From an optimization exercise on the open Yosys and OpenROAD flow, aimed at small area, a short achievable clock period and few clock cycles; shortcuts taken in it are not production practice.
Where RTL was checked, it was by simulation tests only, not by an equivalence proof against the original.
No functional check of the RTL was part of run 1.
Power figures rest on the tool's default switching activity, not on a simulated workload.

## design.v

```verilog
module twb_flash_engine (
    input  wire        clk,
    input  wire        rst,
    input  wire        cmd_valid,
    output wire        cmd_ready,
    input  wire        cmd_verify,       
    input  wire [15:0] cmd_length,       
    input  wire [15:0] cmd_start_page,
    input  wire [7:0]  cmd_page_size,    
    input  wire        buf_valid,
    output wire        buf_ready,
    input  wire [7:0]  buf_data,
    output wire        tx_valid,
    input  wire        tx_ready,
    output wire [7:0]  tx_data,
    output wire        tx_last,
    input  wire        ack_valid,
    output wire        ack_ready,
    input  wire        ack_ok,
    input  wire        rx_valid,
    output wire        rx_ready,
    input  wire [7:0]  rx_data,
    output reg         rsp_valid,
    output wire [2:0]  rsp_status,
    output wire [15:0] rsp_page
);
    reg        st_idle, st_hdr, st_data, st_ack, st_read, st_fin;
    reg        verify;
    reg [7:0]  ps;
    reg [15:0] rem;          
    reg [7:0]  cnt;          
    reg [15:0] idx;          
    reg [15:0] addr;         
    reg [15:0] crc;          
    reg        mul;
    reg        nmul;         
    reg [7:0]  o_data;
    reg        o_valid, o_last;
    reg [7:0]  s_data;
    reg        s_valid;
    reg        tx_valid_q, buf_ready_q, rx_ready_q;
    wire [3:0] step  = crc[3:0];
    wire [1:0] h     = crc[5:4];
    wire       acarry = crc[8];
    reg        busy;         
    assign cmd_ready = ~busy;
    assign ack_ready = st_ack;
    assign tx_valid  = tx_valid_q;
    assign tx_data   = o_data;
    assign tx_last   = o_last;
    assign buf_ready = buf_ready_q;
    assign rx_ready  = rx_ready_q;
    assign rsp_page  = idx;
    assign rsp_status = crc[2:0];
    wire cmd_fire = st_idle & cmd_valid;
    wire tx_fire  = tx_valid_q & tx_ready;
    wire rx_fire  = rx_ready_q & rx_valid;
    wire buf_fire = buf_ready_q & buf_valid;
    wire ack_fire = st_ack & ack_valid;
    wire hdr_fire = st_hdr & tx_fire;
    wire lo_fire  = hdr_fire & (h == 2'd3);
    wire consume  = (st_data & tx_fire) | rx_fire;
    wire end_w    = st_data & tx_fire & o_last;
    wire end_v    = rx_fire & o_last;
    wire rem_nz   = |rem;
    wire more     = rem_nz | s_valid;
    wire       rx_ff  = &rx_data;
    wire [7:0] d      = rx_ff ? 8'h00 : (rx_data ^ o_data);
    wire [7:0] x      = crc[7:0] ^ d;
    wire       par    = ^x;
    wire [15:0] crc_upd = {par, x[7] ^ par, x[7:2] ^ x[6:1], crc[15] ^ x[1] ^ x[0],
                           crc[14] ^ x[0], crc[13:9], crc[8] ^ par};
    wire       crc_z  = (crc == 16'h0000);
    wire cnt_nz    = |cnt;
    wire in_page   = st_data | st_read | st_ack | (st_hdr & (h == 2'd3));
    wire ev        = consume | lo_fire;
    wire src_avail = s_valid | buf_valid | ~rem_nz;
    wire load      = in_page & cnt_nz & (ev | ~o_valid) & src_avail;
    wire [7:0] src = s_valid ? s_data : (rem_nz ? buf_data : 8'hFF);
    wire [7:0] add_a = nmul ? addr[7:0] : cnt;
    wire [7:0] add_b = (~nmul & ~addr[0]) ? 8'h00 : ps;
    wire [8:0] sum   = add_a + add_b;
    wire [7:0] hi_src = mul ? {cnt[0] ^ (addr[0] & ps[0]), addr[15:9]} : addr[15:8];
    wire adv_lo = hdr_fire & (h == 2'd2);
    wire adv_hi = st_hdr & (h == 2'd3) & acarry;
    wire adv    = adv_f | (ok_w & more);
    wire ok_w   = ack_fire & ack_ok & ~verify;
    wire adv_f  = st_fin & crc_z & more;
    wire ok_end = (ok_w & ~more) | (st_fin & crc_z & ~more) | abort;
    wire tr_end = ack_fire & ~ack_ok;
    wire ps_z   = (ps == 8'd0);
    wire abort  = st_hdr & mul & (step == 4'd1) & (ps_z | ~rem_nz);
    reg        n_idle, n_hdr, n_data, n_ack, n_read, n_fin;
    reg        n_mul;
    reg [7:0]  n_o;
    reg        n_ov, n_ol;
    reg        n_sv;
    reg [15:0] n_crc;
    always @(*) begin
        n_idle = st_idle | (st_fin & ~adv_f); n_hdr = st_hdr | adv_f; n_data = st_data; n_ack = st_ack;
        n_read = st_read; n_fin = 1'b0;
        if (cmd_fire) begin
            n_idle = 1'b0; n_hdr = 1'b1;
        end
        if (abort) begin
            n_idle = 1'b1; n_hdr = 1'b0;
        end
        if (lo_fire) begin
            n_hdr = 1'b0; n_data = ~verify; n_ack = verify;
        end
        if (end_w) begin
            n_data = 1'b0; n_ack = 1'b1;
        end
        if (ack_fire) begin
            n_ack  = 1'b0;
            n_read = ack_ok & verify;
            n_hdr  = ok_w & more;
            n_idle = ~ack_ok | (~verify & ~more);
        end
        if (end_v) begin
            n_read = 1'b0;
            n_fin  = 1'b1;
        end
        n_mul = cmd_fire | (mul & (step != 4'd15) & ~abort);
        if (st_idle) begin
            n_o = 8'h02; n_ov = 1'b1; n_ol = 1'b0;
        end else if (st_hdr & (h != 2'd3)) begin
            n_ov = 1'b1;
            case (h)
                2'd0:    begin n_o = 8'h01;    n_ol = 1'b0; end
                2'd1:    begin n_o = hi_src;   n_ol = 1'b0; end
                default: begin n_o = addr[7:0]; n_ol = verify; end
            endcase
            if (~tx_fire) begin
                n_o = o_data; n_ol = o_last;
            end
        end else if (ev) begin
            n_o  = cnt_nz ? src : 8'h02;
            n_ov = ~cnt_nz | src_avail;
            n_ol = cnt_nz & (cnt == 8'd1);
        end else begin
            n_o  = o_valid ? o_data : src;
            n_ov = o_valid | src_avail;
            n_ol = o_valid ? o_last : (cnt == 8'd1);
        end
        n_sv = st_idle ? 1'b0 : (s_valid ? ~load : (buf_fire & ~load));
        n_crc = {13'd0, st_fin & ~crc_z, 1'b0, (st_fin & ~crc_z) | tr_end | cmd_fire};
        if (st_read)
            n_crc = rx_fire ? crc_upd : crc;
        else if (abort)
            n_crc = {14'd0, ps_z, ps_z};
        else if (st_hdr & ~lo_fire)
            n_crc = {crc[15:9], adv_lo & sum[8], crc[7:6], h + {1'b0, tx_fire},
                     step + {3'd0, mul}};
    end
    reg [15:0] rem_bz, idx_c;
    integer bi;
    always @(*) begin
        for (bi = 0; bi < 16; bi = bi + 1) begin
            rem_bz[bi] = ~|(rem & ((16'd1 << bi) - 16'd1));
            idx_c[bi]  = &(idx | ~((16'd1 << bi) - 16'd1));
        end
    end
    wire [15:0] rem_dec = rem ^ rem_bz;
    wire [15:0] idx_inc = idx ^ idx_c;
    wire n_rem_nz = cmd_fire ? 1'b0 : (buf_fire ? (rem != 16'd1) : rem_nz);
    always @(posedge clk) begin
        if (rst) begin
            st_idle     <= 1'b1;
            busy        <= 1'b0;
            st_hdr      <= 1'b0;
            st_data     <= 1'b0;
            st_ack      <= 1'b0;
            st_read     <= 1'b0;
            st_fin      <= 1'b0;
            mul         <= 1'b0;
            nmul        <= 1'b1;
            tx_valid_q  <= 1'b0;
            buf_ready_q <= 1'b0;
            rx_ready_q  <= 1'b0;
            rsp_valid   <= 1'b0;
        end else begin
            st_idle     <= n_idle;
            busy        <= ~n_idle;
            st_hdr      <= n_hdr;
            st_data     <= n_data;
            st_ack      <= n_ack;
            st_read     <= n_read;
            st_fin      <= n_fin;
            mul         <= n_mul;
            nmul        <= ~n_mul;
            tx_valid_q  <= (n_hdr & (~n_mul | (n_crc[3:0] >= 4'd14))) | (n_data & n_ov);
            buf_ready_q <= ~n_idle & ~n_sv & n_rem_nz;
            rx_ready_q  <= n_read & n_ov;
            rsp_valid   <= abort | (ok_w & ~more) | tr_end | (st_fin & ~adv_f);
        end
        o_data  <= n_o;
        o_valid <= n_ov;
        o_last  <= n_ol;
        s_valid <= n_sv;
        crc     <= n_crc;
        if (cmd_fire)      addr <= {cmd_start_page[0] & cmd_page_size[0], cmd_start_page[15:1]};
        else if (mul)      addr <= {sum[0], addr[15:1]};
        else if (adv_lo)   addr[7:0] <= sum[7:0];
        else if (adv_hi)   addr[15:8] <= addr[15:8] + 8'd1;
        if (cmd_fire)       rem <= cmd_length;
        else if (buf_fire)  rem <= rem_dec;
        if (cmd_fire) begin
            verify <= cmd_verify;
            ps     <= cmd_page_size;
        end
        if (cmd_fire)        cnt <= cmd_start_page[0] ? {1'b0, cmd_page_size[7:1]} : 8'd0;
        else if (mul)        cnt <= sum[8:1];
        else if (st_hdr)     cnt <= (lo_fire & load) ? cnt - 8'd1 : ps;
        else if (load)       cnt <= cnt - 8'd1;
        if (~s_valid)        
            s_data <= buf_data;
        if (cmd_fire)     idx <= cmd_start_page;
        else if (adv)     idx <= idx_inc;
        else if (ok_end)  idx <= 16'd0;
    end
endmodule
```

## flow/run.sh

```bash
#!/bin/bash
# Standard ORFS layout with small port buffers and a lighter clock tree.
set -euo pipefail
export BUFFER_PORTS_ARGS="-buffer_cell sky130_fd_sc_hd__buf_1"
export CTS_ARGS="-sink_clustering_enable -repair_clock_nets -dont_use_dummy_load -buf_list {sky130_fd_sc_hd__clkbuf_4 sky130_fd_sc_hd__clkbuf_8} -sink_clustering_size 24 -sink_clustering_max_diameter 80"
export SETUP_SLACK_MARGIN=7.4
bash standard.sh > standard.log 2>&1
```

## standard.sh

```bash
#!/bin/bash
# synth_recipe.tcl (not shown) runs the flow's synth.tcl, then flattens the netlist and writes it again
# the make line also repeats each setting of config.mk as NAME=value (left out here)
make -C /OpenROAD-flow-scripts/flow DESIGN_CONFIG=/design/flow/config.mk WORK_HOME=/design/flow/orfs CLKGATE_MAP_FILE= SYNTH_SCRIPT=/design/flow/synth_recipe.tcl "${@:-finish}"
```

## config.mk

```make
export PLATFORM = sky130hd
export DESIGN_NAME = twb_flash_engine
export DESIGN_NICKNAME = twb_flash_engine
export VERILOG_FILES = /design/flow/design.v
export SDC_FILE = /design/flow/constraint.sdc
export NUM_CORES = 4
export LEC_CHECK = 0
export CAP_MARGIN = 20
export CORE_MARGIN = 2
export CORE_UTILIZATION = 40
export SLEW_MARGIN = 20
```

## constraint.sdc

```tcl
create_clock -name core_clock -period 11.0 [get_ports {clk}]
set_input_delay 2.2000 -clock core_clock [delete_from_list [all_inputs] [get_ports {clk}]]
set_output_delay 2.2000 -clock core_clock [all_outputs]
set_load 0.01 [all_outputs]
```

==> parameters.txt, run 1 <==
Parameter                              Value

Critical path
  Endpoint of the worst-slack reg-to-reg timing path    cnt[7]
  WP data arrival    3.87 ns
  Critical path capture point    tx_valid_q
  Worst setup path category    input pin to flip-flop
  Critical Path Sink Type    flip-flop
  Launching element of the worst setup path    tx_ready
  Critical path fanouts, max    7
  Nature of the critical path startpoint    input pin
  Setup slack on the worst flop-to-flop path    7.74 ns
  Required time at the worst-slack endpoint    11.32 ns
  Worst Reg2Reg Path Length in Cells    11
  FF-to-FF Start    nmul

GRT
  Pin count of the biggest net entering global routing    75
  Total gr overflow    0
  All-layer global routing usage    0.2031
  Number of antenna violations at the first check in global routing    0
  Vias in the first global route    5640
  First-pass GRT wire length    28750 um

Clock network
  H-tree Lvls    4
  CTS tree    done
  Max clock buf depth    2
  Source-to-sink clock delay at the later pin of the worst-skew pair    0.45 ns
  Num Clock Sinks    113
  Clock transition at the registers of the reported paths    0.05 ns
  Number of buffers inserted by hold repair at cts    0
  CTS Root Cell    clkbuf_8
  Number of buffers added by the clock tree synthesis step    17

Power and ir drop
  Overall power of the completed layout    1.193 mW
  Total power density per cell area    152.8 mW/mm2
  IR drop worst, VDD    0.08124 mV
  Total leakage power    2.854 nW

Timing
  Final count of hold timing violations    0
  Tmin final    3.543 ns
  Final worst path period share    0.3221
  Slew at the pin closest to its max-slew limit    0.7820 ns
  Upper clock frequency limit    0.2822 GHz
  Clock tree skew after final layout    0.02558 ns
  Slew margin rel.    0.4780
  RSZ-0062 raised after global routing    yes
  Fin Setup TNS    0 ns
  # setup viols final    0
  Post-route worst setup slack    7.457 ns
  Count of final max-slew check failures    0

Logic synthesis
  Number of synthesized flops with an enable pin    85
  Post-synthesis average cell area    9.730 um2
  Share of the synthesized area in the top cell type    0.3758
  Cell types with the highest counts after synthesis    edfxtp_1, nand2_1, nor2_1, o21ai_0, xnor2_1
  Post-Synthesis Cell Area    0.006792 mm2
  Distinct cell type count after synthesis    63
  Net count after synthesis    788
  Most numerous cell in the Yosys netlist    edfxtp_1
  Sequential-to-total area share from yosys stat    0.4584
  Top_reg_cell synth    edfxtp_1
  Count of mapped cells out of synthesis    698
  Fraction of synthesis flops using an asynchronous set or reset pin    0
  Largest area contributor in the netlist    edfxtp_1
  Seq cells post-synth    113
  Number of warnings issued by yosys    1
  Ranking of synthesized cells by area    edfxtp_1, dfxtp_1, xnor2_1

Placed design
  HPWL after DPL    13280 um
  Place WS    6.494 ns
  RePlAce Congestion    0.8726
  Buffers added on ports    98

Route
  Via density per instance    5.516
  Detail-routed net length per standard cell    17.49 um
  First-iteration detailed-routing DRC count    362
  Detailed Route WL    17630 um
  Post-DRT Antenna Nets    0
  DRC violations left    0
  Via count    5560
  First-pass detailed-route iteration total    5

Floorplan
  FP Rows    47
  Ports placed on the boundary    99
  Initial core utilization    0.4095
  Die X    134.3 um
  DIE AREA    0.01804 mm2
  Chip Height    134.3 um
  Core box area    0.01658 mm2

Cells and area
  Area Growth Syn to Fin    14.98%
  Total of fill cells in the finished design    1643
  Final net count    880
  Diodes inserted    0
  Fraction of final layout cells with drive strength greater than 1    0.1117

Min path
  Path class of the lowest-slack min-delay path    flip-flop to flip-flop

Outcome
  Result of the run  timing/DRC/antenna clean

Job
  Number of max-cap violations    0
how the worst min path moves through the flow:
stage,startpoint,endpoint,slack [ns],depth (start not counted)
floorplan,crc[11],crc[3],0.47,2
CTS,o_data[3],o_data[3],0.55,2
global placement,crc[11],crc[3],0.54,2
detailed placement,crc[11],crc[3],0.54,2
finish,crc[11],crc[3],0.56,2
global route,crc[11],crc[3],0.59,2
registers in the layout, indices dropped and copies added (netlist names), 8 cells and up:
name,cells
s_data,8
idx,16
cnt,8
rem,16
crc,16
o_data,8
addr,16
ps,8
per-stage QoR:
stage / hold WS [ns] / util / cell area (um2) / cells
final: 0.5615 / 0.4709 / 7809 / 1008
after global routing: 0.5904 / 0.4709 / 7809 / 1008
after CTS: 0.5523 / 0.4654 / 7719 / 1006
after detailed placement: 0.5381 / 0.4473 / 7417 / 984
after global placement: 0.5383 / 0.4473 / 7417 / 984
after floorplan: 0.4678 / - / 6923 / 698
power by group:
part	switching, mW	leakage (nW)	internal, mW	total [mW]
Sequential	0.0578	1.09	0.521	0.579
Clock	0.148	0.122	0.135	0.283
Combinational	0.183	1.64	0.149	0.331
Total	0.388	2.85	0.805	1.19
metal layers:
metal  routed length, um  GRT usage  vias up
li1                    -          -     2712
met1                8229     0.2733     2679
met2                8326     0.3234      144
met3                 724    0.03930       25
met4                 346    0.08012        0
met5                   0          0        -
area by class of cell:
cell class,count,area [um2],area share
clock buffer,17,234.0,0.02996
multi-input combinational,530,3646,0.4669
inverter,22,90.09,0.01154
sequential,113,3113,0.3987
timing repair buffer,106,450.4,0.05768
tap,220,275.3,0.03525
worst max-delay path, stage by stage:
cell	delay (ns)
clkbuf_2	0.15
nand2_8	0.08
inv_6	0.08
nand4_1	0.20
nand2_2	0.22
a211oi_4	0.09
a221o_1	0.38
a31o_2	0.26
a22o_1	0.19
kinds of logic after synthesis:
| logic type | count (synthesis) | synth area share |
|---|---|---|
| adders and majority gates | 25 | 0.04716 |
| muxes | 20 | 0.03114 |
| and+or+nand+nor | 238 | 0.1723 |
| DFF | 113 | 0.4584 |
| AOI/OAI and AO/OA | 173 | 0.1614 |
| xor gates and xnor gates | 74 | 0.09543 |
| buffers and inverters | 55 | 0.03427 |
what timing repair did:
action / 4_1_cts / 5_1_grt
buffers inserted: 5 / 2
endpoints found under the setup margin: 89 / 46
pin swaps: 2 / 10
resized for setup: 4 / 18
placed cells by master (no fill, tap or decap), types with 3 or more instances in the layout:
cell type and count:
buf_1 90, edfxtp_1 85, nand2_1 73, nor2_1 61
o21ai_0 55, a21oi_1 43, xnor2_1 40, dfxtp_1 28
ha_1 24, inv_1 20, nand3_1 20, xor2_1 19
clkbuf_8 17, xnor2_2 14, nor2b_1 11, mux2i_1 11
and3_1 11, o21ai_1 11, nor3_1 10, o221ai_1 10
mux2_2 9, clkbuf_2 8, nand4_1 7, a211oi_1 7
buf_4 7, and2_1 6, a22o_1 6, nor4_1 5
a31oi_1 5, a21o_1 4, or3_1 4, nand2b_1 4
o22ai_1 4, o21bai_1 3, nand3_2 3, nor2_4 3
==> inputs of run 2 (changes only) <==
--- a/design.v
+++ b/design.v
@@ -43,7 +43,8 @@
     wire [1:0] h     = crc[5:4];
     wire       acarry = crc[8];
     reg        busy;         
-    assign cmd_ready = ~busy;
+    assign cmd_ready = st_idle;
+    wire       idle = ~busy;
     assign ack_ready = st_ack;
     assign tx_valid  = tx_valid_q;
     assign tx_data   = o_data;
@@ -52,7 +53,7 @@
     assign rx_ready  = rx_ready_q;
     assign rsp_page  = idx;
     assign rsp_status = crc[2:0];
-    wire cmd_fire = st_idle & cmd_valid;
+    wire cmd_fire = idle & cmd_valid;
     wire tx_fire  = tx_valid_q & tx_ready;
     wire rx_fire  = rx_ready_q & rx_valid;
     wire buf_fire = buf_ready_q & buf_valid;
@@ -97,7 +98,7 @@
     reg        n_sv;
     reg [15:0] n_crc;
     always @(*) begin
-        n_idle = st_idle | (st_fin & ~adv_f); n_hdr = st_hdr | adv_f; n_data = st_data; n_ack = st_ack;
+        n_idle = idle | (st_fin & ~adv_f); n_hdr = st_hdr | adv_f; n_data = st_data; n_ack = st_ack;
         n_read = st_read; n_fin = 1'b0;
         if (cmd_fire) begin
             n_idle = 1'b0; n_hdr = 1'b1;
@@ -122,7 +123,7 @@
             n_fin  = 1'b1;
         end
         n_mul = cmd_fire | (mul & (step != 4'd15) & ~abort);
-        if (st_idle) begin
+        if (idle) begin
             n_o = 8'h02; n_ov = 1'b1; n_ol = 1'b0;
         end else if (st_hdr & (h != 2'd3)) begin
             n_ov = 1'b1;
@@ -143,7 +144,7 @@
             n_ov = o_valid | src_avail;
             n_ol = o_valid ? o_last : (cnt == 8'd1);
         end
-        n_sv = st_idle ? 1'b0 : (s_valid ? ~load : (buf_fire & ~load));
+        n_sv = idle ? 1'b0 : (s_valid ? ~load : (buf_fire & ~load));
         n_crc = {13'd0, st_fin & ~crc_z, 1'b0, (st_fin & ~crc_z) | tr_end | cmd_fire};
         if (st_read)
             n_crc = rx_fire ? crc_upd : crc;
@@ -163,6 +164,12 @@
     end
     wire [15:0] rem_dec = rem ^ rem_bz;
     wire [15:0] idx_inc = idx ^ idx_c;
+    wire hdr_go  = ~mul | ((step >= 4'd13) & ~abort);    
+    wire tv_fire = st_hdr ? ((h == 2'd3) ? ~verify & src_avail : hdr_go)
+                          : (~o_last & src_avail);
+    wire tv_hold = st_hdr ? ((h == 2'd3) | hdr_go)
+                 : st_data ? (o_valid | src_avail)
+                 : (ok_w & more) | adv_f;
     wire n_rem_nz = cmd_fire ? 1'b0 : (buf_fire ? (rem != 16'd1) : rem_nz);
     always @(posedge clk) begin
         if (rst) begin
@@ -189,7 +196,7 @@
             st_fin      <= n_fin;
             mul         <= n_mul;
             nmul        <= ~n_mul;
-            tx_valid_q  <= (n_hdr & (~n_mul | (n_crc[3:0] >= 4'd14))) | (n_data & n_ov);
+            tx_valid_q  <= tx_fire ? tv_fire : tv_hold;
             buf_ready_q <= ~n_idle & ~n_sv & n_rem_nz;
             rx_ready_q  <= n_read & n_ov;
             rsp_valid   <= abort | (ok_w & ~more) | tr_end | (st_fin & ~adv_f);
==> flow/run.sh (replaced) <==
#!/bin/bash
# Standard ORFS layout with small port buffers and a lighter clock tree.
set -euo pipefail
export BUFFER_PORTS_ARGS="-buffer_cell sky130_fd_sc_hd__buf_1"
export CTS_ARGS="-sink_clustering_enable -repair_clock_nets -dont_use_dummy_load -buf_list {sky130_fd_sc_hd__clkbuf_4 sky130_fd_sc_hd__clkbuf_8} -sink_clustering_size 24 -sink_clustering_max_diameter 80"
export SETUP_SLACK_MARGIN=7.6
bash standard.sh > standard.log 2>&1
==> run 2 against run 1 <==
Effect of this change: combinational power fell by 14%; die area is 3.0% higher; clock skew fell by 0.0070 ns; area after synthesis grew 3.1%.
==> parameters.txt, run 2 <==
Parameter                              Value

Logic synthesis
  Count of mapped cells out of synthesis    730
  Largest area contributor in the netlist    edfxtp_1
  Number of warnings issued by yosys    1
  Post-Synthesis Cell Area    0.007004 mm2
  Cell types with the highest counts after synthesis    edfxtp_1, nand2_1, o21ai_0, xnor2_1, nor2_1
  Ranking of synthesized cells by area    edfxtp_1, dfxtp_1, xnor2_1
  Fraction of synthesis flops using an asynchronous set or reset pin    0
  Share of the synthesized area in the top cell type    0.3816
  Most numerous cell in the Yosys netlist    edfxtp_1
  Net count after synthesis    820
  Top_reg_cell synth    edfxtp_1
  Number of synthesized flops with an enable pin    89
  Sequential-to-total area share from yosys stat    0.4502
  Distinct cell type count after synthesis    68
  Post-synthesis average cell area    9.595 um2
  Seq cells post-synth    113

Critical path
  Stage delay of the slowest cell on the critical path    0.26 ns
  Worst path cell trace    buf_1 > xnor2_2 > xnor2_2 > xnor2_1 > xnor2_1 > xnor2_1 > o21ba_2 > o21a_1
  Nature of the critical path startpoint    input pin
  Crit path top cell by count    xnor2_1
  Required time at the worst-slack endpoint    11.20 ns
  Top cell family by delay on the critical path    XOR/XNOR gates
  Endpoint of the worst-slack reg-to-reg timing path    addr[6]
  Worst Reg2Reg Path Length in Cells    12
  Critical-path top delay cell    xnor2_1
  Worst setup path category    input pin to flip-flop
  Setup slack on the worst flop-to-flop path    7.83 ns
  Critical Path Stages    8
  WP data arrival    3.60 ns
  Buffer and inverter count on the worst path    1
  Critical Path Sink Type    flip-flop
  Critical path fanouts, max    2
  FF-to-FF Start    addr[0]

GRT
  Number of antenna violations at the first check in global routing    0
  All-layer global routing usage    0.2101
  First-pass GRT wire length    29810 um
  Vias in the first global route    5658
  Total gr overflow    0
  Pin count of the biggest net entering global routing    57

Placed design
  Buffers added on ports    98
  Place WS    6.508 ns
  HPWL after DPL    13900 um
  RePlAce Congestion    0.8699

Power and ir drop
  Overall power of the completed layout    1.126 mW
  Power share of the sequential group    0.495
  Pint    770.0 uW
  Power dissipated by switching net loads    355.6 uW
  Total power density per cell area    138.7 mW/mm2
  Logic pwr share    0.253
  Switching Share    0.3159
  IR drop worst, VDD    0.06726 mV
  Total leakage power    2.947 nW
  Part of the power in the clock network    0.252

Route
  Via density per instance    5.518
  First-iteration detailed-routing DRC count    528
  First-pass detailed-route iteration total    5
  Via count    5783
  DRC violations left    0
  Detail-routed net length per standard cell    17.86 um
  Post-DRT Antenna Nets    0
  Detailed Route WL    18710 um

Timing
  # setup viols final    0
  Final count of hold timing violations    0
  Fin Setup TNS    0 ns
  Clock tree skew after final layout    0.01863 ns
  Slew at the pin closest to its max-slew limit    0.9071 ns
  Worst hold slack across all endpoints    0.5425 ns
  RSZ-0062 raised after global routing    yes
  Upper clock frequency limit    0.2948 GHz
  Post-route worst setup slack    7.608 ns
  Final worst path period share    0.3084
  Count of final max-slew check failures    0
  Tmin final    3.392 ns
  Slew margin rel.    0.3944

Floorplan
  DIE AREA    0.01858 mm2
  Initial core utilization    0.4064
  FP Rows    48
  Chip Height    136.3 um
  Ports placed on the boundary    99
  Core box area    0.01724 mm2
  Die X    136.3 um

Cells and area
  Fraction of final layout cells with drive strength greater than 1    0.1215
  Diodes inserted    0
  Final net count    915
  Area of all sequential standard cells    0.003154 mm2
  Area of the multi-input gates    0.003815 mm2
  Most common cell after layout, fill and taps aside    buf_1
  Total of fill cells in the finished design    1685
  Area Growth Syn to Fin    15.90%
  Commonest cells after routing, fill and taps aside    buf_1, edfxtp_1, nand2_1

Clock network
  CTS tree    done
  Max clock buf depth    2
  H-tree Lvls    4
  Source-to-sink clock delay at the later pin of the worst-skew pair    0.45 ns
  CTS Root Cell    clkbuf_8
  Clock transition at the registers of the reported paths    0.07 ns
  Num Clock Sinks    113
  Number of buffers added by the clock tree synthesis step    17

Min path
  Number of cells traversed by the worst hold path    2
  End point of the most critical hold path    st_data
  Start point of the worst min-delay path    st_data
  Path class of the lowest-slack min-delay path    flip-flop to flip-flop

Outcome
  Result of the run  timing/DRC/antenna clean

Job
  Number of max-cap violations    0
## run 2: cell types whose count changed after synthesis, sizes merged, moves of 4 or more
cell and delta:
o21a +4, nand2 +8, xor2 +5, o221ai -8, o22ai +8, clkbuf +5
dfxtp -4, nor3 +9, edfxtp +4, o21ai +15, a21o -4, xnor2 -4
or3 +6, nor2 -17
## run 2: tightest hold or removal path: stages (launching register included)
cell and delay [ns]:
dfxtp_1 0.35, inv_1 0.08, a211oi_1 0.06
## run 2: how the worst max path moves through the flow
stage	start	end	slack, ns
2_1_floorplan	rx_data[0]	crc[14]	7.38
3_3_place_gp	cmd_valid	addr[2]	6.56
3_5_place_dp	cmd_valid	addr[5]	6.51
4_1_cts	rx_data[1]	crc[14]	7.60
5_1_grt	rx_data[5]	crc[14]	7.50
6_report	rx_data[5]	crc[14]	7.61
## run 2: what timing repair did
action / 4_1_cts / 5_1_grt
pin swaps: 8 / 14
gates resized for setup: 16 / 22
hold buffers: 0 / 0
endpoints found under the setup margin: 80 / 48
setup buffers: 7 / 5
## run 2: kinds of logic after synthesis
kind of cell	count (synthesis)	share of synthesized area
AOI/OAI and AO/OA	189	0.1665
DFF	113	0.4502
muxes	17	0.02572
and+or+nand+nor	247	0.1758
buffers and inverters	63	0.03805
xor gates and xnor gates	76	0.09807
adders and majority gates	25	0.04573
## run 2: final cells by class
cell class | instances | share of cell area
clock buffers | 17 | 0.02882
inverters | 26 | 0.01295
multi-input cells | 554 | 0.4699
flip-flops and latches | 113 | 0.3886
well taps | 225 | 0.03468
repair buffers | 113 | 0.06504
## run 2: layer usage
layer / global-route usage / share of wire / vias to the layer above / wire, um
met5: 0 / 0 / - / 0
met4: 0.08565 / 0.020 / 0 / 373
met3: 0.04027 / 0.055 / 24 / 1022
met2: 0.3238 / 0.46 / 177 / 8624
met1: 0.2900 / 0.46 / 2741 / 8693
li1: - / - / 2841 / -
## run 2: power by group through the flow
| stage | registers [mW] | clock network (mW) | logic (mW) |
|---|---|---|---|
| 2_1_floorplan | 0.548 | 0 | 0.204 |
| 3_3_place_gp | 0.566 | 0 | 0.267 |
| 3_5_place_dp | 0.566 | 0 | 0.270 |
| 4_1_cts | 0.556 | 0.290 | 0.280 |
| 5_1_grt | 0.561 | 0.306 | 0.321 |
| 6_report | 0.557 | 0.284 | 0.285 |
## run 2: stage by stage
| stage | instance area (um2) | instances | utilization |
|---|---|---|---|
| after floorplan | 7144 | 730 | - |
| after global placement | 7634 | 1019 | 0.4429 |
| after detailed placement | 7634 | 1019 | 0.4429 |
| after CTS | 7995 | 1043 | 0.4639 |
| after global routing | 8118 | 1048 | 0.4710 |
| final | 8118 | 1048 | 0.4710 |
Testbench counts of run 2, summed over its fixed seeds: cycles 62,430.
==> inputs of run 3 (changes only) <==
==> flow/run.sh (replaced) <==
#!/bin/bash
# Standard ORFS layout with small port buffers and a lighter clock tree.
set -euo pipefail
export BUFFER_PORTS_ARGS="-buffer_cell sky130_fd_sc_hd__buf_1"
export CTS_ARGS="-sink_clustering_enable -repair_clock_nets -dont_use_dummy_load -buf_list {sky130_fd_sc_hd__clkbuf_4 sky130_fd_sc_hd__clkbuf_8} -sink_clustering_size 24 -sink_clustering_max_diameter 80"
export SETUP_SLACK_MARGIN=7.4
bash standard.sh > standard.log 2>&1
==> run 3 against run 2 <==
Effect of this change: still clean; global-route usage grew 0.25 points; clock skew grew 0.0076 ns; critical path depth is the same; highest routed layer unchanged.
==> parameters.txt, run 3 <==
Parameter                              Value

Critical path
  Worst setup path category    input pin to flip-flop
  WP data arrival    3.64 ns
  Crit path top cell by count    xnor2_1
  Critical path fanouts, max    3
  Critical-path top delay cell    xnor2_1
  Stage delay of the slowest cell on the critical path    0.24 ns
  Critical Path Sink Type    flip-flop
  Worst path cell trace    buf_1 > xnor2_4 > xor2_2 > xnor2_1 > xnor2_1 > xnor2_1 > o21ba_2 > o21a_1
  Required time at the worst-slack endpoint    11.19 ns
  Nature of the critical path startpoint    input pin

Logic synthesis
  Share of the synthesized area in the top cell type    0.3816
  Top_reg_cell synth    edfxtp_1
  Seq cells post-synth    113
  Distinct cell type count after synthesis    68
  Ranking of synthesized cells by area    edfxtp_1, dfxtp_1, xnor2_1
  Fraction of synthesis flops using an asynchronous set or reset pin    0
  Number of synthesized flops with an enable pin    89
  Largest area contributor in the netlist    edfxtp_1
  Post-Synthesis Cell Area    0.007004 mm2
  Count of mapped cells out of synthesis    730
  Net count after synthesis    820
  Number of warnings issued by yosys    1
  Cell types with the highest counts after synthesis    edfxtp_1, nand2_1, o21ai_0, xnor2_1, nor2_1
  Post-synthesis average cell area    9.595 um2
  Most numerous cell in the Yosys netlist    edfxtp_1
  Sequential-to-total area share from yosys stat    0.4502

Route
  First-iteration detailed-routing DRC count    415
  Via density per instance    5.483
  Post-DRT Antenna Nets    0
  First-pass detailed-route iteration total    4
  Detailed Route WL    18660 um
  Detail-routed net length per standard cell    17.99 um
  DRC violations left    0
  Via count    5686

Floorplan
  FP Rows    48
  Core box area    0.01724 mm2
  Ports placed on the boundary    99
  DIE AREA    0.01858 mm2
  Die X    136.3 um
  Chip Height    136.3 um
  Initial core utilization    0.4064

Cells and area
  Most common cell after layout, fill and taps aside    buf_1
  Total of fill cells in the finished design    1663
  Final core occ    0.4572
  Final net count    904
  Number of standard cells in the layout, taps in and fillers out    1037
  Area of the multi-input gates    0.003710 mm2
  Area of all sequential standard cells    0.003153 mm2
  Area Growth Syn to Fin    12.50%
  Commonest cells after routing, fill and taps aside    buf_1, edfxtp_1, nand2_1
  Diodes inserted    0
  Fraction of final layout cells with drive strength greater than 1    0.09236

Timing
  Worst hold slack across all endpoints    0.5755 ns
  Final worst path period share    0.3142
  RSZ-0062 raised after global routing    no
  # setup viols final    0
  Final count of hold timing violations    0
  Fin Setup TNS    0 ns
  Upper clock frequency limit    0.2894 GHz
  Slew at the pin closest to its max-slew limit    0.9085 ns
  Clock tree skew after final layout    0.02621 ns
  Count of final max-slew check failures    0
  Tmin final    3.456 ns
  Slew margin rel.    0.3935

Clock network
  Max clock buf depth    2
  CTS tree    done
  CTS Root Cell    clkbuf_8
  Number of buffers inserted by hold repair at cts    0
  Clock transition at the registers of the reported paths    0.06 ns
  Number of buffers added by the clock tree synthesis step    17
  Num Clock Sinks    113
  Source-to-sink clock delay at the later pin of the worst-skew pair    0.46 ns
  H-tree Lvls    4

Placed design
  Number of instances in the placed design    1019
  RePlAce Congestion    0.9779
  Buffers added on ports    98
  HPWL after DPL    13840 um

GRT
  Pin count of the biggest net entering global routing    82
  All-layer global routing usage    0.2126
  Vias in the first global route    5510
  First-pass GRT wire length    29860 um
  Total gr overflow    0
  Number of antenna violations at the first check in global routing    0

Power and ir drop
  Total leakage power    2.821 nW
  Overall power of the completed layout    1.111 mW
  IR drop worst, VDD    0.08125 mV
  Total power density per cell area    141.0 mW/mm2

Min path
  Path class of the lowest-slack min-delay path    flip-flop to flip-flop

Outcome
  Result of the run  timing/DRC/antenna clean

Job
  Number of max-cap violations    0
==> run 3: final timing paths <==
path | from | to | slack (ns) | cells after the start
max | rx_data[1] | crc[14] | 7.54 | 8
min | st_data | st_data | 0.58 | 2
max reg2reg | addr[0] | crc[8] | 8.11 | 12
min reg2reg | st_data | st_data | 0.58 | 2
==> run 3: worst max-delay path, delay by kind of cell <==
kind | cells | cell delay [ns]
XOR/XNOR | 5 | 0.85
AO/OA/AOI/OAI | 2 | 0.39
buffers and inverters | 1 | 0.21
==> run 3: per-stage QoR <==
stage / setup slack, ns / area (um2)
detailed placement: 6.878 / 7582
floorplan: 7.381 / 7079
global placement: 6.645 / 7582
CTS: 7.410 / 7820
finish: 7.544 / 7880
global route: 7.403 / 7880
==> run 3: cell type report <==
| cell class | count | share of cell area |
|---|---|---|
| flip-flops and latches | 113 | 0.4001 |
| well taps | 225 | 0.03573 |
| multi-input cells | 554 | 0.4708 |
| inverters | 26 | 0.01238 |
| repair buffers | 102 | 0.05129 |
| clock buffers | 17 | 0.02969 |
==> run 3: what timing repair did <==
item                                    CTS  global route
resized for setup                         1            10
hold endpoints to repair                  0             0
pin swaps                                 0             2
setup buffers                             0             1
endpoints found under the setup margin    4            37
==> run 3: cell families after synthesis <==
family,Yosys count,share of synthesized area
muxes,17,0.02572
and+or+nand+nor,247,0.1758
AOI/OAI and AO/OA,189,0.1665
adders and majority gates,25,0.04573
buffers and inverters,63,0.03805
DFF,113,0.4502
xor gates and xnor gates,76,0.09807
==> run 3: per-layer routing <==
layer	wire (um)	track usage
met5	0	0
met4	422	0.08333
met3	867	0.04101
met2	8894	0.3331
met1	8475	0.2901
==> run 3: report_power, final <==
| part | total, mW | internal (mW) | switching (mW) |
|---|---|---|---|
| Clock | 0.286 | 0.135 | 0.151 |
| Combinational | 0.266 | 0.114 | 0.152 |
| Sequential | 0.558 | 0.513 | 0.0455 |
| Total | 1.11 | 0.762 | 0.348 |
==> inputs of run 4 (changes only) <==
--- a/config.mk
+++ b/config.mk
@@ -7,5 +7,6 @@
 export LEC_CHECK = 0
 export CAP_MARGIN = 20
 export CORE_MARGIN = 2
-export CORE_UTILIZATION = 40
+export CORE_UTILIZATION = 65
+export PLACE_DENSITY = 0.8
 export SLEW_MARGIN = 20
==> run 4 against run 3 <==
Effect of this change: area after synthesis stayed put; global-route usage is 13 points higher; routed wire length is 0.66% higher; sequential power hardly changed; die area is 37% lower; cell area is 1.2% lower; first-iteration DRC count is 17% higher; clock power is 3% lower; clock-buffer cell count stayed put; clock skew hardly changed; total power is 0.42% higher; critical path type unchanged.
==> parameters.txt, run 4 <==
Parameter                              Value

Power and ir drop
  Pint    762.8 uW
  Part of the power in the clock network    0.248
  Logic pwr share    0.250
  Power dissipated by switching net loads    352.6 uW
  Total leakage power    2.814 nW
  Total power density per cell area    143.3 mW/mm2
  Power share of the sequential group    0.502
  IR drop worst, VDD    0.1307 mV
  Overall power of the completed layout    1.115 mW
  Switching Share    0.3161

Logic synthesis
  Fraction of synthesis flops using an asynchronous set or reset pin    0
  Number of synthesized flops with an enable pin    89
  Sequential-to-total area share from yosys stat    0.4502
  Top_reg_cell synth    edfxtp_1
  Ranking of synthesized cells by area    edfxtp_1, dfxtp_1, xnor2_1
  Post-synthesis average cell area    9.595 um2
  Post-Synthesis Cell Area    0.007004 mm2
  Cell types with the highest counts after synthesis    edfxtp_1, nand2_1, o21ai_0, xnor2_1, nor2_1
  Count of mapped cells out of synthesis    730
  Distinct cell type count after synthesis    68
  Number of warnings issued by yosys    1
  Net count after synthesis    820
  Largest area contributor in the netlist    edfxtp_1
  Seq cells post-synth    113
  Most numerous cell in the Yosys netlist    edfxtp_1
  Share of the synthesized area in the top cell type    0.3816

Cells and area
  Commonest cells after routing, fill and taps aside    buf_1, edfxtp_1, nand2_1
  Fraction of final layout cells with drive strength greater than 1    0.09348
  Total of fill cells in the finished design    794
  Area Growth Syn to Fin    11.13%
  Area of all sequential standard cells    0.003153 mm2
  Most common cell after layout, fill and taps aside    buf_1
  Final net count    905
  Area of the multi-input gates    0.003711 mm2
  Diodes inserted    0

Floorplan
  Initial core utilization    0.6724
  Ports placed on the boundary    99
  DIE AREA    0.01162 mm2
  Die X    107.8 um
  Core box area    0.01042 mm2
  Chip Height    107.8 um
  FP Rows    37

Route
  Via density per instance    6.372
  DRC violations left    0
  Detail-routed net length per standard cell    19.79 um
  Post-DRT Antenna Nets    0
  Detailed Route WL    18780 um
  Via count    6047
  First-iteration detailed-routing DRC count    486
  First-pass detailed-route iteration total    5

Critical path
  Critical Path Sink Type    flip-flop
  Critical path fanouts, max    3
  Nature of the critical path startpoint    input pin
  Worst setup path category    input pin to flip-flop
  Required time at the worst-slack endpoint    11.19 ns
  WP data arrival    3.78 ns

Clock network
  H-tree Lvls    4
  Source-to-sink clock delay at the later pin of the worst-skew pair    0.45 ns
  CTS tree    done
  Number of buffers added by the clock tree synthesis step    17
  Number of buffers inserted by hold repair at cts    0
  Clock transition at the registers of the reported paths    0.06 ns
  Num Clock Sinks    113
  Max clock buf depth    2
  CTS Root Cell    clkbuf_8

GRT
  All-layer global routing usage    0.3393
  Number of antenna violations at the first check in global routing    0
  Pin count of the biggest net entering global routing    47
  Vias in the first global route    5919
  First-pass GRT wire length    29870 um
  Total gr overflow    0

Timing
  Final count of hold timing violations    0
  Tmin final    3.587 ns
  RSZ-0062 raised after global routing    no
  Count of final max-slew check failures    0
  # setup viols final    0
  Slew at the pin closest to its max-slew limit    0.9721 ns
  Upper clock frequency limit    0.2788 GHz
  Fin Setup TNS    0 ns
  Final worst path period share    0.3261
  Clock tree skew after final layout    0.02635 ns
  Slew margin rel.    0.3510

Min path
  Path class of the lowest-slack min-delay path    flip-flop to flip-flop

Placed design
  HPWL after DPL    14210 um
  RePlAce Congestion    0.9568
  Buffers added on ports    98

Outcome
  Result of the run  timing/DRC/antenna clean

Job
  Number of max-cap violations    0
## run 4: metrics by stage
step                instances    util  hold WS, ns  instance area [um2]  setup slack, ns
floorplan                 730       -       0.4793                 7079            7.381
global placement          930  0.7172       0.5246                 7471            6.499
detailed placement        930  0.7172       0.5216                 7471            6.362
CTS                       947  0.7425       0.5294                 7734            7.414
global route              949  0.7473       0.5744                 7784            7.333
finish                    949  0.7473       0.5423                 7784            7.413
## run 4: per-layer routing
metal	track usage	routed length (um)	share of wire
met5	0	0	0
met4	0.1712	690	0.037
met3	0.08293	1589	0.085
met2	0.5305	8881	0.47
met1	0.4396	7622	0.41
## run 4: area by class of cell
type | instances | share of cell area
Inverter | 26 | 0.01415
Multi-Input combinational cell | 555 | 0.4768
Clock buffer | 17 | 0.03006
Tap cell | 136 | 0.02186
Sequential cell | 113 | 0.4051
Timing Repair Buffer | 102 | 0.05208
## run 4: power groups by stage
stage	combinational, mW	clock, mW	sequential (mW)
after floorplan	0.203	0	0.548
after global placement	0.260	0	0.564
after detailed placement	0.271	0	0.566
after CTS	0.273	0.279	0.558
after global routing	0.311	0.294	0.563
final	0.279	0.277	0.560
## run 4: path summary, 6_finish.rpt
check | start | to | slack, ns | depth (start not counted)
setup / recovery | rx_data[1] | crc[14] | 7.41 | 8
hold / removal | st_data | st_data | 0.54 | 2
setup reg to reg | nmul | addr[6] | 7.98 | 12
hold reg to reg | st_data | st_data | 0.54 | 2
## run 4: cell families (layout without fill, tap and decap cells)
logic type	Yosys count	count (layout)	share of synthesized area
compound gates	189	190	0.1665
xor+xnor	76	76	0.09807
fa+ha+maj	25	25	0.04573
buf+inv	63	145	0.03805
flops	113	113	0.4502
mux	17	17	0.02572
simple gates	247	247	0.1758
## run 4: critical path, stage by stage
cell,delay (ns)
buf_1,0.22
xnor2_4,0.17
xor2_2,0.20
xnor2_1,0.14
xnor2_1,0.31
xnor2_1,0.16
o21ba_2,0.23
o21a_1,0.16
## run 4: timing repair
item | in CTS | in global routing
pin swaps | 0 | 1
gates resized for setup | 8 | 9
endpoints found under the setup margin | 34 | 50
gates cloned | 0 | 1
buffers inserted | 0 | 1
==> inputs of run 5 (changes only) <==
--- a/design.v
+++ b/design.v
@@ -145,25 +145,25 @@
             n_ol = o_valid ? o_last : (cnt == 8'd1);
         end
         n_sv = idle ? 1'b0 : (s_valid ? ~load : (buf_fire & ~load));
-        n_crc = {13'd0, st_fin & ~crc_z, 1'b0, (st_fin & ~crc_z) | tr_end | cmd_fire};
+        n_crc = {6'd0, adv, 6'd0, st_fin & ~crc_z, 1'b0, (st_fin & ~crc_z) | tr_end | cmd_fire};
         if (st_read)
             n_crc = rx_fire ? crc_upd : crc;
         else if (abort)
             n_crc = {14'd0, ps_z, ps_z};
         else if (st_hdr & ~lo_fire)
-            n_crc = {crc[15:9], adv_lo & sum[8], crc[7:6], h + {1'b0, tx_fire},
+            n_crc = {crc[15:10], tx_fire ? idx_nib[4] : crc[9], adv_lo & sum[8], crc[7:6],
+                     h + {1'b0, tx_fire},
                      step + {3'd0, mul}};
     end
-    reg [15:0] rem_bz, idx_c;
+    reg [15:0] rem_bz;
     integer bi;
     always @(*) begin
         for (bi = 0; bi < 16; bi = bi + 1) begin
             rem_bz[bi] = ~|(rem & ((16'd1 << bi) - 16'd1));
-            idx_c[bi]  = &(idx | ~((16'd1 << bi) - 16'd1));
         end
     end
     wire [15:0] rem_dec = rem ^ rem_bz;
-    wire [15:0] idx_inc = idx ^ idx_c;
+    wire [4:0]  idx_nib = {1'b0, idx[3:0]} + {4'd0, crc[9]};
     wire hdr_go  = ~mul | ((step >= 4'd13) & ~abort);    
     wire tv_fire = st_hdr ? ((h == 2'd3) ? ~verify & src_avail : hdr_go)
                           : (~o_last & src_avail);
@@ -223,7 +223,7 @@
         if (~s_valid)        
             s_data <= buf_data;
         if (cmd_fire)     idx <= cmd_start_page;
-        else if (adv)     idx <= idx_inc;
+        else if (hdr_fire) idx <= {idx_nib[3:0], idx[15:4]};
         else if (ok_end)  idx <= 16'd0;
     end
 endmodule
==> flow/run.sh (replaced) <==
#!/bin/bash
# Standard ORFS layout with small port buffers and a lighter clock tree.
set -euo pipefail
export BUFFER_PORTS_ARGS="-buffer_cell sky130_fd_sc_hd__buf_1"
export CTS_ARGS="-sink_clustering_enable -repair_clock_nets -dont_use_dummy_load -buf_list {sky130_fd_sc_hd__clkbuf_4 sky130_fd_sc_hd__clkbuf_8} -sink_clustering_size 24 -sink_clustering_max_diameter 80"
export SETUP_SLACK_MARGIN=7.6
bash standard.sh > standard.log 2>&1
--- a/config.mk
+++ b/config.mk
@@ -7,6 +7,5 @@
 export LEC_CHECK = 0
 export CAP_MARGIN = 20
 export CORE_MARGIN = 2
-export CORE_UTILIZATION = 65
-export PLACE_DENSITY = 0.8
+export CORE_UTILIZATION = 40
 export SLEW_MARGIN = 20
==> run 5 against run 4 <==
Effect of this change: still clean; first-iteration DRC count down 19%; sequential share of layout area decreased by 1.1 points; area after synthesis shrank 2.6%; total power grew 3.4%; maximum frequency up 2.7%; sequential power about the same; sequential cell count is the same; combinational power increased by 12%; global-route usage down 12 points; critical endpoint is now cnt[4].
==> parameters.txt, run 5 <==
Parameter                              Value

Critical path
  Critical Path Sink Type    flip-flop
  Nature of the critical path startpoint    input pin
  Worst path cell trace    buf_8 > a32oi_2 > nand2_1 > o211ai_1 > buf_4 > o41ai_4 > mux2_4 > o22ai_2 > nor2_2
  Required time at the worst-slack endpoint    11.20 ns
  Critical-path top delay cell    o41ai_4
  Buffer and inverter count on the worst path    2
  Top cell family by delay on the critical path    compound AO/OA/AOI/OAI gates
  Worst setup path category    input pin to flip-flop
  Worst Reg2Reg Path Length in Cells    9
  Stage delay of the slowest cell on the critical path    0.39 ns
  Critical Path Stages    9
  WP data arrival    3.69 ns
  Critical path fanouts, max    4

Floorplan
  Chip Height    134.6 um
  Core box area    0.01664 mm2
  Ports placed on the boundary    99
  FP Rows    47
  Die X    134.6 um
  Initial core utilization    0.4099
  DIE AREA    0.01811 mm2

Clock network
  CTS tree    done
  Clock transition at the registers of the reported paths    0.06 ns
  Source-to-sink clock delay at the later pin of the worst-skew pair    0.45 ns
  Number of buffers inserted by hold repair at cts    0
  Number of buffers added by the clock tree synthesis step    17
  CTS Root Cell    clkbuf_8
  Max clock buf depth    2
  Num Clock Sinks    113
  H-tree Lvls    4

Logic synthesis
  Top_reg_cell synth    edfxtp_1
  Most numerous cell in the Yosys netlist    nand2_1
  Fraction of synthesis flops using an asynchronous set or reset pin    0
  Distinct cell type count after synthesis    67
  Number of synthesized flops with an enable pin    89
  Share of the synthesized area in the top cell type    0.3918
  Seq cells post-synth    113
  Ranking of synthesized cells by area    edfxtp_1, dfxtp_1, xnor2_1
  Number of warnings issued by yosys    1
  Post-synthesis average cell area    9.527 um2
  Largest area contributor in the netlist    edfxtp_1
  Cell types with the highest counts after synthesis    nand2_1, edfxtp_1, o21ai_0, nor2_1, xnor2_1
  Count of mapped cells out of synthesis    716
  Sequential-to-total area share from yosys stat    0.4622
  Post-Synthesis Cell Area    0.006822 mm2
  Net count after synthesis    804

Cells and area
  Area Growth Syn to Fin    17.30%
  Fraction of final layout cells with drive strength greater than 1    0.1230
  Final net count    903
  Post-Layout Inst Area    0.008001 mm2
  Area of all sequential standard cells    0.003153 mm2
  Most common cell after layout, fill and taps aside    buf_1
  Final core occ    0.4808
  Commonest cells after routing, fill and taps aside    buf_1, edfxtp_1, nand2_1
  Total of fill cells in the finished design    1602
  Diodes inserted    0
  Area of the multi-input gates    0.003690 mm2

Route
  Detail-routed net length per standard cell    18.31 um
  Via count    5813
  First-pass detailed-route iteration total    4
  Detailed Route WL    18910 um
  DRC violations left    0
  First-iteration detailed-routing DRC count    395
  Via density per instance    5.627
  Post-DRT Antenna Nets    0

Timing
  Tmin final    3.492 ns
  Fin Setup TNS    0 ns
  Clock tree skew after final layout    0.02729 ns
  RSZ-0062 raised after global routing    yes
  Slew margin rel.    0.4320
  Final worst path period share    0.3175
  Final count of hold timing violations    0
  Slew at the pin closest to its max-slew limit    0.8443 ns
  Count of final max-slew check failures    0
  Upper clock frequency limit    0.2863 GHz
  Worst hold slack across all endpoints    0.5516 ns
  # setup viols final    0

GRT
  All-layer global routing usage    0.2147
  Pin count of the biggest net entering global routing    74
  Number of antenna violations at the first check in global routing    1
  First-pass GRT wire length    30120 um
  Total gr overflow    0
  Vias in the first global route    5712

Placed design
  RePlAce Congestion    0.9086
  Buffers added on ports    98
  HPWL after DPL    14070 um
  Standard cell area after detailed placement    0.007520 mm2

Job
  Number of max-cap violations    0

Power and ir drop
  Total leakage power    2.965 nW
  Overall power of the completed layout    1.153 mW
  Total power density per cell area    144.1 mW/mm2
  IR drop worst, VDD    0.07895 mV

Min path
  Path class of the lowest-slack min-delay path    flip-flop to flip-flop
  Number of cells traversed by the worst hold path    2

Outcome
  Result of the run  timing/DRC/antenna clean
==> run 5: worst reg2reg max path, delay by kind of cell (launching register included) <==
kind	cells	cell delay, ns
compound gates	2	0.46
fa+ha+maj	1	0.19
buf+inv	1	0.08
flops	1	0.42
mux	1	0.34
simple gates	4	1.43
==> run 5: logic make-up (layout without fill, tap and decap cells) <==
| group | count (synthesis) | in the layout | share of synthesized area |
|---|---|---|---|
| adder cells (fa/ha/maj) | 23 | 23 | 0.04329 |
| buffers and inverters | 61 | 158 | 0.03650 |
| flip-flops | 113 | 113 | 0.4622 |
| AO/OA/AOI/OAI | 179 | 179 | 0.1585 |
| XOR/XNOR | 71 | 71 | 0.09538 |
| AND/OR/NAND/NOR | 253 | 253 | 0.1783 |
| multiplexers | 16 | 16 | 0.02586 |
==> run 5: final timing paths <==
check / slack, ns / from / to
hold / removal: 0.55 / st_ack / st_ack
hold reg to reg: 0.55 / st_ack / st_ack
setup reg to reg: 7.83 / rem[0] / cnt[4]
setup / recovery: 7.51 / tx_ready / cnt[4]
==> run 5: area by class of cell <==
class | instances | share of cell area
multi-input combinational | 542 | 0.4611
timing repair buffer | 119 | 0.07052
inverter | 22 | 0.01063
clock buffer | 17 | 0.02924
sequential | 113 | 0.3941
tap | 220 | 0.03440
==> run 5: metrics by stage <==
step / std cells / worst slack, ns
floorplan: 716 / 7.261
global placement: 998 / 6.630
detailed placement: 998 / 6.521
CTS: 1029 / 7.580
global route: 1033 / 7.478
finish: 1033 / 7.508
==> run 5: report_power, final <==
group / switching, mW / internal (mW) / total [mW]
combinational: 0.172 / 0.139 / 0.312
clock: 0.147 / 0.135 / 0.282
sequential: 0.0447 / 0.514 / 0.559
==> run 5: timing repair <==
item,in CTS,in global routing
setup buffers,14,4
resized for setup,7,23
pin swaps,9,9
endpoints found under the setup margin,62,53
==> run 5: routing by layer <==
metal	up-vias	routed length, um	GRT usage
li1	2780	-	-
met1	2783	8485	0.2912
met2	211	8780	0.3373
met3	37	1246	0.05330
met4	2	386	0.07251
met5	-	15	0
Testbench counts of run 5, summed over its fixed seeds: cycles 62,430.
==> inputs of run 6 (changes only) <==
--- a/config.mk
+++ b/config.mk
@@ -9,3 +9,4 @@
 export CORE_MARGIN = 2
 export CORE_UTILIZATION = 40
 export SLEW_MARGIN = 20
+export TNS_END_PERCENT = 5
==> run 6 against run 5 <==
Effect of this change: clock-buffer cell count unchanged; area after synthesis unchanged; largest power group unchanged; sequential power rose by 0.9%; largest cell class unchanged; clock skew up 0.0041 ns; still clean on timing, DRC and antenna.
==> parameters.txt, run 6 <==
Parameter                              Value

Logic synthesis
  Cell types with the highest counts after synthesis    nand2_1, edfxtp_1, o21ai_0, nor2_1, xnor2_1
  Number of synthesized flops with an enable pin    89
  Distinct cell type count after synthesis    67
  Fraction of synthesized cell area in xor and xnor cells    0.09538
  Net count after synthesis    804
  Share of cell area taken by muxes after synthesis    0.02586
  Sequential-to-total area share from yosys stat    0.4622
  Top_reg_cell synth    edfxtp_1
  Post-synthesis average cell area    9.527 um2
  Largest area contributor in the netlist    edfxtp_1
  Post-Synthesis Cell Area    0.006822 mm2
  Count of mapped cells out of synthesis    716
  Post-Synth Adder-Cell Area    0.04329
  Number of warnings issued by yosys    1
  Ranking of synthesized cells by area    edfxtp_1, dfxtp_1, xnor2_1
  Share of the synthesized area in the top cell type    0.3918
  Fraction of synthesis flops using an asynchronous set or reset pin    0
  Most numerous cell in the Yosys netlist    nand2_1
  Main combinational cell family by area after synthesis    simple AND/OR/NAND/NOR gates
  Seq cells post-synth    113
  Post-synthesis share of cell area spent on and, or, nand and nor gates    0.1783
  Share of the synthesized area in compound gates (AO/OA/AOI/OAI)    0.1585

Clock network
  Max clock buf depth    2
  Num Clock Sinks    113
  CTS Root Cell    clkbuf_8
  CTS tree    done
  Source-to-sink clock delay at the later pin of the worst-skew pair    0.44 ns
  Number of buffers added by the clock tree synthesis step    17
  Clock transition at the registers of the reported paths    0.06 ns
  H-tree Lvls    4
  Number of buffers inserted by hold repair at cts    0

Timing
  Post-route worst setup slack    7.424 ns
  Final count of hold timing violations    0
  Slew at the pin closest to its max-slew limit    1.036 ns
  Tmin final    3.576 ns
  Count of final max-slew check failures    0
  # setup viols final    0
  Slew margin rel.    0.3087
  Clock tree skew after final layout    0.03138 ns
  RSZ-0062 raised after global routing    yes
  Fin Setup TNS    0 ns
  Upper clock frequency limit    0.2797 GHz
  Final worst path period share    0.3250

Min path
  Path class of the lowest-slack min-delay path    flip-flop to flip-flop
  End point of the most critical hold path    s_valid
  Number of cells traversed by the worst hold path    2
  Start point of the worst min-delay path    s_valid

Critical path
  WP data arrival    3.77 ns
  Required time at the worst-slack endpoint    11.19 ns
  Endpoint of the worst-slack reg-to-reg timing path    cnt[4]
  Critical Path Sink Type    flip-flop
  Setup slack on the worst flop-to-flop path    7.71 ns
  Worst path cell trace    buf_8 > a32oi_2 > nand2_1 > o211ai_1 > buf_4 > o41ai_4 > buf_4 > mux2_4 > o22ai_2 > nor2_2
  Top cell family by delay on the critical path    compound AO/OA/AOI/OAI gates
  Worst setup path category    input pin to flip-flop
  Worst Reg2Reg Path Length in Cells    10
  Buffer and inverter count on the worst path    3
  Critical Path Stages    10
  Crit path top cell by count    buf_4
  Critical-path top delay cell    mux2_4
  FF-to-FF Start    rem[0]
  Nature of the critical path startpoint    input pin
  Critical path fanouts, max    4
  Stage delay of the slowest cell on the critical path    0.30 ns

Power and ir drop
  Total power density per cell area    147.4 mW/mm2
  Total leakage power    2.856 nW
  Overall power of the completed layout    1.146 mW
  IR drop worst, VDD    0.08260 mV

Placed design
  HPWL after DPL    14180 um
  RePlAce Congestion    0.9335
  Standard cell area after detailed placement    0.007365 mm2
  Buffers added on ports    98
  Place WS    6.583 ns

Route
  Via count    5831
  Detailed Route WL    19060 um
  Post-DRT Antenna Nets    0
  DRC violations left    0
  Via density per instance    5.689
  First-pass detailed-route iteration total    5
  First-iteration detailed-routing DRC count    449
  Detail-routed net length per standard cell    18.60 um

GRT
  All-layer global routing usage    0.2170
  Number of antenna violations at the first check in global routing    0
  Total gr overflow    0
  Pin count of the biggest net entering global routing    57
  Vias in the first global route    5748
  First-pass GRT wire length    30150 um

Cells and area
  Total of fill cells in the finished design    1608
  Final net count    895
  Commonest cells after routing, fill and taps aside    buf_1, nand2_1, edfxtp_1
  Diodes inserted    0
  Area Growth Syn to Fin    13.94%
  Final core occ    0.4670
  Fraction of final layout cells with drive strength greater than 1    0.09193
  Most common cell after layout, fill and taps aside    buf_1
  Post-Layout Inst Area    0.007772 mm2

Floorplan
  DIE AREA    0.01811 mm2
  Core box area    0.01664 mm2
  Die X    134.6 um
  FP Rows    47
  Initial core utilization    0.4099
  Ports placed on the boundary    99
  Chip Height    134.6 um

Outcome
  Result of the run  timing/DRC/antenna clean

Job
  Number of max-cap violations    0
[run 6: cell counts after synthesis]
No cell type changed its count.
[run 6: per-stage QoR]
stage / std cells / hold slack [ns]
5_1_grt: 1025 / 0.5920
4_1_cts: 1023 / 0.5674
3_3_place_gp: 998 / 0.5489
6_report: 1025 / 0.5732
2_1_floorplan: 716 / 0.4626
3_5_place_dp: 998 / 0.5578
[run 6: how the worst max path moves through the flow]
| stage | startpoint | end | slack, ns |
|---|---|---|---|
| final | tx_ready | cnt[4] | 7.42 |
| after global routing | tx_ready | cnt[4] | 7.38 |
| after CTS | cmd_valid | cnt[6] | 7.53 |
| after detailed placement | tx_ready | cnt[4] | 6.58 |
| after global placement | tx_ready | cnt[4] | 6.66 |
| after floorplan | tx_ready | cnt[4] | 7.26 |
[run 6: area by class of cell]
type                       instances  area (um2)  area share
clock buffer                      17       234.0     0.03010
multi-input combinational        542        3542      0.4557
timing repair buffer             111       483.0     0.06214
sequential                       113        3153      0.4057
tap                              220       275.3     0.03542
inverter                          22       85.08     0.01095
[run 6: what timing repair did]
action                                  in CTS  in global routing
gates resized for setup                     19                 13
buffers inserted                             7                  2
cloned                                       1                  0
pin swaps                                    5                  5
endpoints found under the setup margin      80                 93
[run 6: per-layer routing]
layer,up-vias,global-route usage,share of wire
met1,2823,0.2963,0.45
met2,211,0.3396,0.45
met5,-,0,0
li1,2771,-,-
met3,26,0.05143,0.072
met4,0,0.07485,0.020
[run 6: worst reg2reg max path: stages (launching register included)]
cell,delay [ns]
edfxtp_1,0.43
inv_1,0.08
ha_1,0.18
or3b_2,0.52
or4b_4,0.65
and2_4,0.21
o41ai_4,0.27
buf_4,0.19
mux2_4,0.30
o22ai_2,0.17
nor2_2,0.05
[run 6: logic make-up (layout without fill, tap and decap cells)]
kind of cell / after synthesis / after routing
AO/OA/AOI/OAI: 179 / 179
XOR/XNOR: 71 / 71
flip-flops: 113 / 113
multiplexers: 16 / 16
adder cells (fa/ha/maj): 23 / 23
AND/OR/NAND/NOR: 253 / 253
buffers and inverters: 61 / 150
[run 6: where the power goes]
part / switching [mW] / internal, mW
sequential: 0.0493 / 0.515
clock: 0.149 / 0.135
combinational: 0.166 / 0.132
==> inputs of run 7 (changes only) <==
==> flow/run.sh (replaced) <==
#!/bin/bash
# Standard ORFS layout with small port buffers and a lighter clock tree.
set -euo pipefail
export BUFFER_PORTS_ARGS="-buffer_cell sky130_fd_sc_hd__buf_1"
export CTS_ARGS="-sink_clustering_enable -repair_clock_nets -dont_use_dummy_load -buf_list {sky130_fd_sc_hd__clkbuf_4 sky130_fd_sc_hd__clkbuf_8} -sink_clustering_size 24 -sink_clustering_max_diameter 80"
export SETUP_SLACK_MARGIN=8.0
bash standard.sh > standard.log 2>&1
==> run 7 against run 6 <==
Effect of this change: setup slack improved by 0.094 ns; cell count increased by 1.4%; sequential cell count unchanged; still clean on timing, DRC and antenna; die area unchanged; largest cell class unchanged; core utilization increased by 1.8 points; critical path depth decreased by 1.
==> parameters.txt, run 7 <==
Parameter                              Value

Floorplan
  Core box area    0.01664 mm2
  Ports placed on the boundary    99
  FP Rows    47
  Initial core utilization    0.4099
  Chip Height    134.6 um
  DIE AREA    0.01811 mm2
  Die X    134.6 um

Critical path
  FF-to-FF Start    rem[0]
  Endpoint of the worst-slack reg-to-reg timing path    cnt[4]
  Worst setup path category    input pin to flip-flop
  Critical path fanouts, max    3
  Setup slack on the worst flop-to-flop path    7.66 ns
  Worst Reg2Reg Path Length in Cells    9
  Critical Path Sink Type    flip-flop
  WP data arrival    3.68 ns
  Nature of the critical path startpoint    input pin
  Required time at the worst-slack endpoint    11.19 ns

Timing
  Fin Setup TNS    0 ns
  Clock tree skew after final layout    0.03278 ns
  Upper clock frequency limit    0.2872 GHz
  Tmin final    3.482 ns
  Count of final max-slew check failures    0
  Final worst path period share    0.3165
  Slew margin rel.    0.4524
  Slew at the pin closest to its max-slew limit    0.8139 ns
  Worst hold slack across all endpoints    0.5600 ns
  Final count of hold timing violations    0
  # setup viols final    0
  RSZ-0062 raised after global routing    yes

Outcome
  Result of the run  timing/DRC/antenna clean

Logic synthesis
  Post-Synthesis Cell Area    0.006822 mm2
  Distinct cell type count after synthesis    67
  Most numerous cell in the Yosys netlist    nand2_1
  Post-synthesis average cell area    9.527 um2
  Number of synthesized flops with an enable pin    89
  Cell types with the highest counts after synthesis    nand2_1, edfxtp_1, o21ai_0, nor2_1, xnor2_1
  Largest area contributor in the netlist    edfxtp_1
  Top_reg_cell synth    edfxtp_1
  Number of warnings issued by yosys    1
  Sequential-to-total area share from yosys stat    0.4622
  Net count after synthesis    804
  Seq cells post-synth    113
  Share of the synthesized area in the top cell type    0.3918
  Fraction of synthesis flops using an asynchronous set or reset pin    0
  Count of mapped cells out of synthesis    716
  Ranking of synthesized cells by area    edfxtp_1, dfxtp_1, xnor2_1

GRT
  All-layer global routing usage    0.2192
  Pin count of the biggest net entering global routing    46
  Number of antenna violations at the first check in global routing    0
  Vias in the first global route    5632
  Total gr overflow    0
  First-pass GRT wire length    30450 um

Route
  First-pass detailed-route iteration total    5
  First-iteration detailed-routing DRC count    608
  Detail-routed net length per standard cell    18.86 um
  DRC violations left    0
  Detailed Route WL    19590 um
  Post-DRT Antenna Nets    0
  Via count    5961
  Via density per instance    5.737

Clock network
  Number of buffers added by the clock tree synthesis step    17
  Number of buffers inserted by hold repair at cts    0
  Source-to-sink clock delay at the later pin of the worst-skew pair    0.45 ns
  Num Clock Sinks    113
  CTS Root Cell    clkbuf_8
  CTS tree    done
  Max clock buf depth    2
  H-tree Lvls    4
  Clock transition at the registers of the reported paths    0.06 ns

Placed design
  RePlAce Congestion    0.9250
  Buffers added on ports    98
  HPWL after DPL    14220 um
  Standard cell area after detailed placement    0.007410 mm2

Min path
  Path class of the lowest-slack min-delay path    flip-flop to flip-flop
  End point of the most critical hold path    idx[11]
  Start point of the worst min-delay path    idx[15]
  Number of cells traversed by the worst hold path    2

Cells and area
  Final net count    909
  Diodes inserted    0
  Most common cell after layout, fill and taps aside    buf_1
  Commonest cells after routing, fill and taps aside    buf_1, nand2_1, edfxtp_1
  Area Growth Syn to Fin    18.31%
  Post-Layout Inst Area    0.008070 mm2
  Fraction of final layout cells with drive strength greater than 1    0.1221

Power and ir drop
  Total power density per cell area    143.3 mW/mm2
  IR drop worst, VDD    0.08899 mV
  Overall power of the completed layout    1.157 mW
  Total leakage power    2.982 nW

Job
  Number of max-cap violations    0
run 7: cell types whose count changed in the layout (fill, tap and decap cells not counted), sizes merged:
cell / before / now
buf: 110 / 125
clkbuf: 18 / 17
run 7: routing by layer:
metal,global-route usage,wire length (um),vias to the layer above
li1,-,-,2797
met1,0.3086,8989,2891
met3,0.05668,1374,23
met4,0.05789,237,0
met5,0,0,-
met2,0.3370,8992,250
run 7: final cells by class:
| cell class | count | area, um2 |
|---|---|---|
| clock buffer | 17 | 234.0 |
| timing repair buffer | 125 | 649.4 |
| fill | 1585 | 8572 |
| tap | 220 | 275.3 |
| sequential | 113 | 3154 |
| multi-input combinational | 542 | 3670 |
| inverter | 22 | 87.58 |
run 7: kinds of logic (layout without fill, tap and decap cells):
family,after synthesis,after routing,synth area share
AO/OA/AOI/OAI,179,179,0.1585
XOR/XNOR,71,71,0.09538
adder cells (fa/ha/maj),23,23,0.04329
buffers and inverters,61,164,0.03650
flip-flops,113,113,0.4622
multiplexers,16,16,0.02586
AND/OR/NAND/NOR,253,253,0.1783
run 7: repair_timing:
item / 4_1_cts / 5_1_grt
setup buffers: 10 / 13
cloned: 0 / 0
endpoints found under the hold margin: 0 / 0
resized for setup: 26 / 34
endpoints found under the setup margin: 186 / 172
pin swaps: 11 / 14
run 7: worst max-delay path, stage by stage:
cell	delay (ns)
buf_8	0.09
a32oi_2	0.10
nand2_1	0.10
o211ai_1	0.09
buf_4	0.16
o41ai_4	0.37
mux2_4	0.35
o22ai_2	0.17
nor2_2	0.04
run 7: where the power goes:
group / internal, mW / leakage [nW] / switching [mW]
registers: 0.515 / 1.10 / 0.0451
logic: 0.141 / 1.76 / 0.173
clock network: 0.135 / 0.122 / 0.148
total: 0.791 / 2.98 / 0.366
run 7: worst max path at each step:
stage                     startpoint  endpoint  slack (ns)
after floorplan             tx_ready    cnt[4]        7.26
after global placement      tx_ready    cnt[4]        6.65
after detailed placement    tx_ready    cnt[4]        6.57
after CTS                   tx_ready    cnt[4]        7.60
after global routing        tx_ready    cnt[4]        7.48
final                       tx_ready    cnt[4]        7.52
run 7: per-stage QoR:
stage | instances | util | setup slack [ns]
2_1_floorplan | 716 | - | 7.261
3_3_place_gp | 999 | 0.4452 | 6.649
3_5_place_dp | 999 | 0.4452 | 6.572
4_1_cts | 1026 | 0.4709 | 7.598
5_1_grt | 1039 | 0.4849 | 7.482
6_report | 1039 | 0.4849 | 7.518

-- re-timing with driven ports --
In the flow no input, the clock included, has a driving cell. The finished layouts below were timed again as built, in two steps.
Step 1 (the two cells are an assumption about what drives the block):
set clk [get_ports {clk}]
set_driving_cell -lib_cell sky130_fd_sc_hd__clkbuf_16 $clk
set_driving_cell -lib_cell sky130_fd_sc_hd__buf_2 [delete_from_list [all_inputs] $clk]
Step 2 moves the port delays by t, midway between the first and last clock arrival at a register: inputs arrive t later, outputs are due t later. That takes back most of the time a late clock gives input paths.
a / b / c = ideal ports / drivers / drivers and shift; a / b = the first two.
run | t (ns) | setup slack, ns | latest minus earliest clock arrival (ns) | pins driven straight from the clock port
run 1 | 0.474 | 7.457 / 7.468 / 6.994 | 0.026 / 0.026 | 1
run 2 | 0.475 | 7.608 / 7.611 / 7.136 | 0.022 / 0.022 | 1
run 3 | 0.486 | 7.544 / 7.524 / 7.074 | 0.026 / 0.026 | 1
run 4 | 0.477 | 7.413 / 7.426 / 6.949 | 0.026 / 0.026 | 1
run 5 | 0.476 | 7.508 / 7.494 / 7.019 | 0.028 / 0.027 | 1
run 6 | 0.461 | 7.424 / 7.422 / 6.961 | 0.031 / 0.032 | 1
run 7 | 0.480 | 7.518 / 7.506 / 7.026 | 0.034 / 0.034 | 1
After both steps setup and hold are still met in every run listed. The setup slack of run 7, which loses most, moves by -0.012 ns with the drivers and by -0.492 ns with both steps.
